Context: an optimization exercise on an open-source flow, tuned for small area, a short achievable clock period and few clock cycles per item. The choices shown serve that exercise and are no tape-out recipe.
Function was checked by simulation only, so behaviour that the tests miss may differ from the original.
Power is estimated from default activity; no workload was simulated.

// rtp_h264_depkt32
module rtp_h264_depkt32 (
    input  wire        clk,
    input  wire        rst,
    input  wire        cfg_strict_f,
    input  wire        cfg_zero_byte,
    input  wire        in_valid,
    output wire        in_ready,
    input  wire [31:0] in_data,
    input  wire [2:0]  in_cnt,
    input  wire        in_last,
    output wire        out_valid,
    input  wire        out_ready,
    output wire [31:0] out_data,
    output wire [2:0]  out_cnt,
    output wire        res_valid,
    output wire [2:0]  res_cause,
    output wire [4:0]  res_flags
);
Settings: LEC_CHECK=0, ABC_AREA=1, CAP_MARGIN=20, CORE_MARGIN=2, CORE_UTILIZATION=40, SETUP_SLACK_MARGIN=2.0, SLEW_MARGIN=20; clock period 7.0 ns.
run.sh (not shown) runs the stock make flow with config.mk's settings and CLKGATE_MAP_FILE= SYNTH_SCRIPT=/design/flow/synth_recipe.tcl, a recipe that flattens the netlist after the stock synthesis.
Testbench counts at the start, summed over its fixed seeds: cycles 48,649, in bytes 177,094.
Next try:
==> flow/flow/run.sh (new file) <==
#!/bin/bash
# The standard layout (standard.sh) with two changes:
#  - ABC maps for area (dc2, dch, map -a) in synthesis: ORFS's scripts are copied and
#    their abc_area.script replaced with flow/abc_area.script (ABC_AREA is
#    set in config.mk); synthesis is otherwise the standard flow's own, so the registers
#    and their names are the standard synthesis's;
#  - the port buffers are buf_2 cells instead of the default delay buffers.
# The make output goes to standard.log; each step's log is under orfs/logs.
set -euo pipefail
rm -rf scripts_abc
cp -r "$FLOW_HOME/scripts" scripts_abc
cp flow/abc_area.script scripts_abc/abc_area.script
export SCRIPTS_DIR="$PWD/scripts_abc"
export BUFFER_PORTS_ARGS="-buffer_cell sky130_fd_sc_hd__buf_2"
bash standard.sh > standard.log 2>&1
==> flow/flow/abc_area.script (new file) <==
strash
dc2
dch
map -a
topo
==> flow/standard.sh (new file) <==
#!/bin/bash
# synth_recipe.tcl (not shown) runs the flow's synth.tcl, then flattens the netlist and writes it again
# the make line also repeats each setting of config.mk as NAME=value (left out here)
make -C /OpenROAD-flow-scripts/flow DESIGN_CONFIG=/design/flow/config.mk WORK_HOME=/design/flow/orfs CLKGATE_MAP_FILE= SYNTH_SCRIPT=/design/flow/synth_recipe.tcl "${@:-finish}"
--- a/flow/config.mk
+++ b/flow/config.mk
@@ -10,4 +10,4 @@
 export CORE_MARGIN = 2
 export CORE_UTILIZATION = 40
-export SETUP_SLACK_MARGIN = 2.0
+export SETUP_SLACK_MARGIN = 3.1
 export SLEW_MARGIN = 20
removed: flow/run.sh
What happened: Routed wire length fell by 6.8%; sequential power goes up by 16%; sequential cell count does not change.
Next try:
--- a/flow/flow/run.sh
+++ b/flow/flow/run.sh
@@ -1,5 +1,5 @@
 #!/bin/bash
 # The standard layout (standard.sh) with two changes:
-#  - ABC maps for area (dc2, dch, map -a) in synthesis: ORFS's scripts are copied and
+#  - ABC maps for area (map -a) in synthesis: ORFS's scripts are copied and
 #    their abc_area.script replaced with flow/abc_area.script (ABC_AREA is
 #    set in config.mk); synthesis is otherwise the standard flow's own, so the registers
==> flow/flow/abc_area.script (replaced) <==
strash
dch
map -a
topo
stime -c
buffer -c
upsize -c
dnsize -c
--- a/flow/config.mk
+++ b/flow/config.mk
@@ -10,4 +10,4 @@
 export CORE_MARGIN = 2
 export CORE_UTILIZATION = 40
-export SETUP_SLACK_MARGIN = 3.1
+export SETUP_SLACK_MARGIN = 3.2
 export SLEW_MARGIN = 20
Final area rises by a few percent.
Via count drops slightly.
Sequential power fell by about a fifth.
Register-to-register slack gets better by 0.12 ns.
Utilization fell by 1.4 points.
Count of clock-buffer cells in the layout goes down by 2.
Next try:
--- a/flow/config.mk
+++ b/flow/config.mk
@@ -10,4 +10,4 @@
 export CORE_MARGIN = 2
 export CORE_UTILIZATION = 40
-export SETUP_SLACK_MARGIN = 3.2
+export SETUP_SLACK_MARGIN = 2.9
 export SLEW_MARGIN = 20
The changed run completed without violations.
Utilization fell by 4.7 points.
Total power fell by 7.2%.
Fmax grows by about 0.5%.
Worst hold slack gains 0.0065 ns.
Die area stays the same.
Global-route usage is lower by 0.77 points.
Cell count goes down by 3.6%.
Worst setup slack gets better by 0.019 ns.
Combinational power is lower by 16%.
Sequential share of layout area rises by 2.0 points.
Critical path depth shrinks by 3.
Next try:
--- a/flow/flow/run.sh
+++ b/flow/flow/run.sh
@@ -1,5 +1,5 @@
 #!/bin/bash
 # The standard layout (standard.sh) with two changes:
-#  - ABC maps for area (map -a) in synthesis: ORFS's scripts are copied and
+#  - ABC maps for area (dc2, dch, map -a) in synthesis: ORFS's scripts are copied and
 #    their abc_area.script replaced with flow/abc_area.script (ABC_AREA is
 #    set in config.mk); synthesis is otherwise the standard flow's own, so the registers
==> flow/flow/abc_area.script (replaced) <==
strash
dc2
dch
map -a
topo
stime -c
buffer -c
upsize -c
dnsize -c
--- a/flow/config.mk
+++ b/flow/config.mk
@@ -10,4 +10,5 @@
 export CORE_MARGIN = 2
 export CORE_UTILIZATION = 40
+export PLACE_DENSITY = 0.75
 export SETUP_SLACK_MARGIN = 2.9
 export SLEW_MARGIN = 20
Result: The changed run completed without violations; cell count came out lower slightly; non-clock buffer count stays the same; utilization increases by 1.4 points; sequential cell count is unchanged; total power came out higher by well over a third; maximum frequency drops slightly.


## build 65
Another version of the RTL of rtp_h264_depkt32 (not shown whole).
For scale: ~38 flip-flops, roughly 88 I/O pins, roughly 0.0043 mm² of cells after synthesis.
## rtp_h264_depkt32
module rtp_h264_depkt32 (
    input  wire        clk,
    input  wire        rst,
    input  wire        cfg_strict_f,
    input  wire        cfg_zero_byte,
    input  wire        in_valid,
    output wire        in_ready,
    input  wire [31:0] in_data,
    input  wire [2:0]  in_cnt,
    input  wire        in_last,
    output wire        out_valid,
    input  wire        out_ready,
    output wire [31:0] out_data,
    output wire [2:0]  out_cnt,
    output wire        res_valid,
    output wire [2:0]  res_cause,
    output wire [4:0]  res_flags
);
export LEC_CHECK = 0
export ABC_AREA = 1
export CAP_MARGIN = 20
export CORE_MARGIN = 2
export CORE_UTILIZATION = 40
export SETUP_SLACK_MARGIN = 2
export SLEW_MARGIN = 20
create_clock -name core_clock -period 7.0 [get_ports {clk}]
standard.sh (not shown) runs the stock make flow with config.mk's settings and CLKGATE_MAP_FILE= SYNTH_SCRIPT=/design/flow/synth_recipe.tcl, a recipe that flattens the netlist after the stock synthesis.
==> flow/flow/run.sh <==
#!/bin/bash
set -euo pipefail
export BUFFER_PORTS_ARGS="-buffer_cell sky130_fd_sc_hd__buf_2"
bash standard.sh > standard.log 2>&1
Build 65 did not stop at any stage, and its layout met the timing, design-rule and antenna checks.
Testbench counts of build 65, summed over its fixed seeds: cycles 48,649, in bytes 177,094.
What build 10 does differently from build 65 at the input level:
==> flow/flow/run.sh <==
#!/bin/bash
set -euo pipefail
export BUFFER_PORTS_ARGS="-buffer_cell sky130_fd_sc_hd__buf_4"
bash standard.sh > standard.log 2>&1
Findings:
Build 10 went all the way through the flow, and no timing, DRC or antenna check failed.
Relative to build 65, highest clock frequency the design can meet has increased by 2.7% in build 10.
Build 10 vs build 65 — portion of the clock cycle consumed by the worst path in the final layout dropped 1.5 points.
Switching part of the total power: build 10 vs build 65 down 1.6 points
Compared with build 65, in build 10 maximum buffer depth of the clock tree has remained practically unchanged, global-route usage has increased.
Changes observed in build 10 relative to build 65: time the final worst path needs with I/O delays and setup has decreased; least setup slack across all paths after layout has increased.
Relative to build 65, the final cell area reported for build 10 is higher.
Build 10 vs. build 65: final routed wirelength across all metal layers moved up, power consumption moved up.
[inputs] build 1 vs build 10
==> flow/flow/run.sh <==
#!/bin/bash
set -euo pipefail
export BUFFER_PORTS_ARGS="-buffer_cell sky130_fd_sc_hd__buf_1"
bash standard.sh > standard.log 2>&1
Results
Per the comparison of build 1 with build 10, total I/O pin count has remained practically unchanged; clock-buffer cell count rose 1; first-iteration DRC count lost 12%.
Here is what was changed in the inputs of build 32 compared with build 1.
- changing SETUP_SLACK_MARGIN from 2 to 3.5
==> flow/flow/run.sh <==
#!/bin/bash
set -euo pipefail
export BUFFER_PORTS_ARGS="-buffer_cell sky130_fd_sc_hd__buf_4"
bash standard.sh > standard.log 2>&1
==> comparison <==
Build 32 went all the way through synthesis, placement and routing and the layout is clean on timing, DRC and antenna. Build 32: tightest slew margin relative to the limit is 1.9 points lower than what build 1 reported. Compared build 32 vs build 1, and global-route total usage across every layer is up in build 32. Build 32 vs. build 1: count of clock-buffer cells in the layout now sits lower, final instance area now sits higher. Changes observed in build 32 relative to build 1: highest clock rate moved up, via count moved up, total power moved up. Clock power for build 32: 11% down relative to build 1. Worst setup slack after layout for build 32 is higher than for build 1. Instance area at placement (lower): build 1.

afterwards: timing with drivers on the ports:
How much do the figures lean on ideal ports? The routed layouts below were timed once more, with nothing changed but the port constraints. Step 1: set_driving_cell puts a clkbuf_16 on clk and a buf_2 on each other input, an assumption about the parent block. Step 2, shift: input delay + t, output delay - t, t = (earliest + latest rising clock arrival at the registers) / 2. This alone moves slack from input paths to output paths. a / b / c = ideal ports / drivers / drivers and shift; a / b = the first two.
run | t (ns) | slack for setup (ns) | hold slack, ns | latest minus earliest clock arrival (ns)
the first run of note 1 | 0.336 | 2.149 / 2.121 / 2.121 | 0.573 / 0.573 / 0.573 | 0.025 / 0.025
the second run of note 1 | 0.324 | 2.884 / 2.862 / 2.862 | 0.626 / 0.626 / 0.626 | 0.013 / 0.013
the third run of note 1 | 0.335 | 2.921 / 2.844 / 2.674 | 0.576 / 0.576 / 0.576 | 0.012 / 0.012
the fourth run of note 1 | 0.328 | 2.940 / 2.902 / 2.902 | 0.582 / 0.582 / 0.582 | 0.007 / 0.007
the fifth run of note 1 | 0.320 | 2.924 / 2.878 / 2.878 | 0.605 / 0.605 / 0.605 | 0.009 / 0.009
build 65 | 0.324 | 2.855 / 2.833 / 2.833 | 0.576 / 0.576 / 0.576 | 0.010 / 0.009
build 10 | 0.324 | 2.962 / 2.935 / 2.935 | 0.577 / 0.577 / 0.577 | 0.008 / 0.008
build 1 | 0.338 | 2.608 / 2.581 / 2.581 | 0.577 / 0.577 / 0.577 | 0.012 / 0.012
build 32 | 0.329 | 3.151 / 3.086 / 3.086 | 0.592 / 0.592 / 0.592 | 0.008 / 0.008
After both steps setup and hold are still met in every run listed. For the third run of note 1, which loses most, drivers alone change the setup slack by -0.077 ns; drivers and shift together by -0.247 ns.
